Source: an optimization exercise on an open RTL-to-GDS flow (aim: small area, a short achievable clock period and few clock cycles). Production flows keep margins and buffers that such runs may drop. The RTL was checked by simulation tests, not by an equivalence proof against the original design.

==> inputs of garnet <==
## frm_unpack
module frm_unpack (
    input  wire        clk,
    input  wire        rst,
    input  wire        start,
    input  wire [7:0]  exp_ft,
    input  wire [7:0]  exp_sub,
    input  wire [15:0] exp_cmd,      
    input  wire [7:0]  exp_dlen,
    input  wire [8:0]  nframes,
    output wire        idle,
    input  wire        fr_valid,
    output wire        fr_ready,
    input  wire [28:0] fr_id,
    input  wire [3:0]  fr_len,
    input  wire [63:0] fr_data,      
    output reg         pb_valid,
    output reg  [3:0]  pb_count,
    output reg  [63:0] pb_data,      
    output wire        done,
    output wire [7:0]  status,
    output wire [7:0]  subcode,
    output wire [8:0]  diag_frame,
    output wire [15:0] diag_exp,
    output wire [15:0] diag_act
);
    localparam [7:0] RESPONDER_ID = 8'h01;
    localparam [2:0] ST_OK       = 3'd0;
    localparam [2:0] ST_FRAMING  = 3'd2;
    localparam [2:0] ST_CHECKSUM = 3'd3;
    localparam [2:0] ST_HEADER   = 3'd4;
    localparam [2:0] FE_FCNT      = 3'd1;
    localparam [2:0] FE_FTYPE     = 3'd2;
    localparam [2:0] FE_SRC       = 3'd3;
    localparam [2:0] FE_DST       = 3'd4;
    localparam [2:0] FE_NO_FRAMES = 3'd5;
    localparam [2:0] FE_BAD_LEN   = 3'd6;
    localparam [2:0] FE_TOO_SHORT = 3'd7;
    localparam [2:0] HE_FRAME_TYPE = 3'd1;
    localparam [2:0] HE_COMMAND_ID = 3'd2;
  ...
Settings: LEC_CHECK=0, CAP_MARGIN=20, CORE_MARGIN=2, CORE_UTILIZATION=45, CTS_CLUSTER_SIZE=30, PLACE_DENSITY=0.65, SLEW_MARGIN=20, SYNTH_HIERARCHICAL=1; clock period 10.0 ns.
standard.sh (not shown) runs the stock make flow with config.mk's settings and CLKGATE_MAP_FILE= SYNTH_SCRIPT=/design/flow/synth_recipe.tcl, a recipe that flattens the netlist after the stock synthesis.
==> flow/flow/run.sh <==
#!/bin/bash
# Layout flow: the standard flow (standard.sh, ORFS from synthesis to the
# final layout) with these changes:
#  - the port buffers that buffer_ports inserts are sky130_fd_sc_hd__buf_1,
#    and after global placement those of the frame's data, length and valid
#    inputs become sky130_fd_sc_hd__buf_4 (flow/post_gpl.tcl); every port
#    still has its own buffer, and timing repair may resize them,
#  - timing repair aims for more setup slack than the flow settings allow,
#  - and it may resize cells to other footprints (MATCH_CELL_FOOTPRINT=0).
# Each tool's output is kept in ORFS's logs (orfs/logs/...); standard.sh's own
# output goes to standard.log here.
set -euo pipefail
export BUFFER_PORTS_ARGS="-buffer_cell sky130_fd_sc_hd__buf_1"
export POST_GLOBAL_PLACE_TCL="$PWD/flow/post_gpl.tcl"
bash standard.sh SETUP_SLACK_MARGIN=6 MATCH_CELL_FOOTPRINT=0 finish > standard.log 2>&1
==> flow/flow/post_gpl.tcl <==
# After global placement: the port buffers of the frame's data, length and
# valid inputs, which fan out widely, become sky130_fd_sc_hd__buf_4 (the
# other ports keep their sky130_fd_sc_hd__buf_1). Every port keeps its own
# buffer.
set n 0
foreach inst [get_cells -quiet input*] {
  if { [get_property $inst ref_name] ne "sky130_fd_sc_hd__buf_1" } { continue }
  set net [get_full_name [get_nets -of_objects [get_pins [get_full_name $inst]/A]]]
  if { [string match "fr_data*" $net] || [string match "fr_len*" $net] || $net eq "fr_valid" } {
    replace_cell $inst sky130_fd_sc_hd__buf_4
    incr n
  }
}
puts "post_gpl.tcl: $n port buffers made sky130_fd_sc_hd__buf_4"
==> harbor: changes against garnet <==
--- a/flow/design.v
+++ b/flow/design.v
@@ -614,15 +614,15 @@
     reg [15:0] hold;         
     reg [2:0]  acc;          
     reg [15:0] crc;          
     reg [2:0]  fwd_k1;       
     reg [2:0]  crc_k1;       
     reg        first;        
     reg [3:0]  cnt;          
-    reg [7:0]  crc_z;        
+    reg [3:0]  crc_z;        
     reg [2:0]  res_st;
     reg [2:0]  res_sub;
     reg [15:0] res_exp;
     reg [15:0] res_act;
     reg        ft_ne, cmd_hi_ne, cmd_lo_ne, dlen_ne;    
     assign status     = {5'd0, res_st};
     assign subcode    = {5'd0, res_sub};
@@ -669,17 +669,18 @@
     wire [7:0] byte_en;
     frm_en u_en (.busy(busy), .len(fr_len), .en(byte_en));
     wire [15:0] crc_moved, crc_back, crc_base, crc_next;
     crc16_fwd  u_fwd (.c(crc), .k1(fwd_k1), .y(crc_moved));
     crc16_inv8 u_inv (.c(crc), .y(crc_back));
     wire        fin_fwd = crc_k1[2] & crc_k1[1];               
     wire        fin_as  = crc_k1 == 3'd5;                      
-    wire        use_moved = busy ? ~first : (fin & fin_fwd);
-    wire [15:0] crc_other = busy ? 16'h0000 : (fin & fin_as) ? crc : crc_back;
-    crc16_sel u_sel (.s(use_moved), .a(crc_moved), .b(crc_other), .y(crc_base));
+    assign crc_base = busy ? (first ? 16'h0000 : crc_moved)
+                    : (fin & fin_fwd) ? crc_moved
+                    : (fin & fin_as) ? crc
+                    : crc_back;
     crc16_frame u_frame (.d(fr_data), .en(byte_en), .x(crc_base), .y(crc_next));
     wire [79:0] cat = {hold, fr_data};
     reg [15:0] hold_next;
     always @(*) begin
         case (fr_len[2:0])
         3'd1: hold_next = cat[71:56];
         3'd2: hold_next = cat[63:48];
@@ -759,17 +760,19 @@
     end
     wire crc_ok   = &crc_z;
     wire hdr_fire = hdr_pend & ~fin_x & (fin | (acc == 3'd6));
     assign done = fin_x | fin2 | cz | (fh & crc_ok);
     assign idle = ~act | done;
     assign fr_ready = busy;
     always @(posedge clk) begin
-        if (fr_valid | ~busy)
-            crc <= crc_next;
-        crc_z <= ~(crc_next[15:8] | crc_next[7:0]);
+        if (fr_valid | ~busy) begin
+            crc    <= crc_next;
+            crc_z  <= {crc_next[15:12] == 4'd0, crc_next[11:8] == 4'd0,
+                       crc_next[7:4] == 4'd0, crc_next[3:0] == 4'd0};
+        end
         if (take) begin
             first  <= 1'b0;
             hold   <= hold_next;
             acc    <= acc_next;
             crc_k1 <= fr_len[2:0] - 3'd1;
             fwd_k1 <= (rem == 9'd0) ? {2'b00, fr_len[3]} : fr_len[2:0] - 3'd1;
         end else if (idle & start) begin
@@ -888,22 +891,14 @@
                 if (~first)
                     idx <= idx + 9'd1;
                 rem <= rem - 9'd1;
             end
         end
     end
 endmodule
-module crc16_sel (
-    input  wire        s,
-    input  wire [15:0] a,
-    input  wire [15:0] b,
-    output wire [15:0] y
-);
-    assign y = s ? a : b;
-endmodule
 module frm_en (
     input  wire       busy,
     input  wire [3:0] len,
     output wire [7:0] en
 );
     wire [2:0] ln = len[2:0];
     assign en = {
==> flow/flow/run.sh (replaced) <==
#!/bin/bash
# Layout flow: the standard flow (standard.sh, ORFS from synthesis to the
# final layout) with these changes:
#  - the port buffers that buffer_ports inserts are sky130_fd_sc_hd__buf_1
#    (every port still gets its own buffer; timing repair resizes them),
#  - timing repair aims for more setup slack than the flow settings allow,
#  - and it may resize cells to other footprints (MATCH_CELL_FOOTPRINT=0).
# Each tool's output is kept in ORFS's logs (orfs/logs/...); standard.sh's own
# output goes to standard.log here.
set -euo pipefail
export BUFFER_PORTS_ARGS="-buffer_cell sky130_fd_sc_hd__buf_1"
bash standard.sh SETUP_SLACK_MARGIN=6 MATCH_CELL_FOOTPRINT=0 finish > standard.log 2>&1
Settings changed: CORE_UTILIZATION 45 to 35, CTS_CLUSTER_SIZE 30 to default, PLACE_DENSITY 0.65 to 0.55.
removed: flow/flow/post_gpl.tcl
==> violet: changes against garnet <==
--- a/flow/design.v
+++ b/flow/design.v
@@ -614,15 +614,15 @@
     reg [15:0] hold;         
     reg [2:0]  acc;          
     reg [15:0] crc;          
     reg [2:0]  fwd_k1;       
     reg [2:0]  crc_k1;       
     reg        first;        
     reg [3:0]  cnt;          
-    reg [7:0]  crc_z;        
+    reg [3:0]  crc_z;        
     reg [2:0]  res_st;
     reg [2:0]  res_sub;
     reg [15:0] res_exp;
     reg [15:0] res_act;
     reg        ft_ne, cmd_hi_ne, cmd_lo_ne, dlen_ne;    
     assign status     = {5'd0, res_st};
     assign subcode    = {5'd0, res_sub};
@@ -761,15 +761,16 @@
     wire hdr_fire = hdr_pend & ~fin_x & (fin | (acc == 3'd6));
     assign done = fin_x | fin2 | cz | (fh & crc_ok);
     assign idle = ~act | done;
     assign fr_ready = busy;
     always @(posedge clk) begin
         if (fr_valid | ~busy)
             crc <= crc_next;
-        crc_z <= ~(crc_next[15:8] | crc_next[7:0]);
+        crc_z <= {crc_next[15:12] == 4'd0, crc_next[11:8] == 4'd0,
+                  crc_next[7:4] == 4'd0, crc_next[3:0] == 4'd0};
         if (take) begin
             first  <= 1'b0;
             hold   <= hold_next;
             acc    <= acc_next;
             crc_k1 <= fr_len[2:0] - 3'd1;
             fwd_k1 <= (rem == 9'd0) ? {2'b00, fr_len[3]} : fr_len[2:0] - 3'd1;
         end else if (idle & start) begin
Settings changed: CORE_UTILIZATION 45 to 35, CTS_CLUSTER_SIZE 30 to default, PLACE_DENSITY 0.65 to 0.55.
==> impl_metrics.prom <==
# TYPE chip_impl_metric gauge
chip_impl_info{name="critical_path.startpoint_type",value="flip-flop"} 1
chip_impl_info{name="outcome",value="no timing/DRC/antenna violations"} 1
chip_impl_metric{name="critical_path_buf_inv_count",unit=""} 2
chip_impl_metric{name="slew_headroom",unit="%"} 39.37
chip_impl_metric{name="synthDominantCellAreaShare",unit="%"} 17.24
chip_impl_metric{name="power.share.combinational",unit="%"} 75.7
-- figures above: violet

==> impl_metrics.prom <==
# TYPE chip_impl_metric gauge
chip_impl_info{name="outcome",value="no timing/DRC/antenna violations"} 1
chip_impl_metric{name="slew_headroom",unit="%"} 11.30
chip_impl_metric{name="power.share.combinational",unit="%"} 75.4
chip_impl_metric{name="critical_path_buf_inv_count",unit=""} 1
chip_impl_metric{name="synthDominantCellAreaShare",unit="%"} 17.74
chip_impl_metric{name="switching_portion_of_total_power",unit="%"} 42.73
-- figures above: harbor

==> impl_metrics.prom <==
# TYPE chip_impl_metric gauge
chip_impl_info{name="outcome",value="no timing/DRC/antenna violations"} 1
chip_impl_info{name="critical_path.startpoint_type",value="flip-flop"} 1
chip_impl_metric{name="synth-seq-area-share",unit="%"} 29.93
chip_impl_metric{name="critical_path_buf_inv_count",unit=""} 1
chip_impl_metric{name="maximum_fanout_count_along_the_critical_path",unit=""} 4
chip_impl_metric{name="synthDominantCellAreaShare",unit="%"} 17.02
chip_impl_metric{name="power.share.combinational",unit="%"} 74.7
chip_impl_metric{name="p_clk_share",unit="%"} 11.3
chip_impl_metric{name="slew_headroom",unit="%"} 23.85
chip_impl_metric{name="synth-seq-cells",unit=""} 233
chip_impl_metric{name="final_nets",unit=""} 2582
chip_impl_metric{name="grt_start_max_net_pins",unit=""} 69
chip_impl_metric{name="globalRouteTotalUtil",unit="%"} 31.45
-- figures above: garnet

Testbench counts of garnet, summed over its fixed seeds: cycles 12,622.
Testbench counts of harbor, summed over its fixed seeds: cycles 12,622.
Testbench counts of violet, summed over its fixed seeds: cycles 12,622.

==> port drivers added, routing unchanged <==
The results above use ideal ports. As a check the final layouts listed here were re-extracted and re-timed, cells and wires unchanged. Step 1: set_driving_cell puts a clkbuf_16 on clk and a buf_2 on each other input, an assumption about the parent block. Step 2 times the ports against the registers' clock, not the clock port: input delays grow and output delays shrink by t, the midpoint of the rising clock arrivals with the driver on. Three values: ideal ports, drivers, drivers and shift; two values: the first two.
| run | t, ns | setup slack, ns | slew at the worst register clock pin (ns) | pins driven straight from the clock port |
|---|---|---|---|---|
| garnet | 0.621 | 5.859 / 5.859 / 5.475 | 0.07 / 0.07 | 1 |
| harbor | 0.633 | 5.862 / 5.878 / 5.246 | 0.07 / 0.07 | 1 |
| violet | 0.661 | 5.960 / 5.912 / 5.350 | 0.07 / 0.07 | 1 |
After both steps every run listed still meets setup and hold. The setup slack of harbor, which loses most, moves by +0.016 ns with the drivers and by -0.616 ns with both steps.
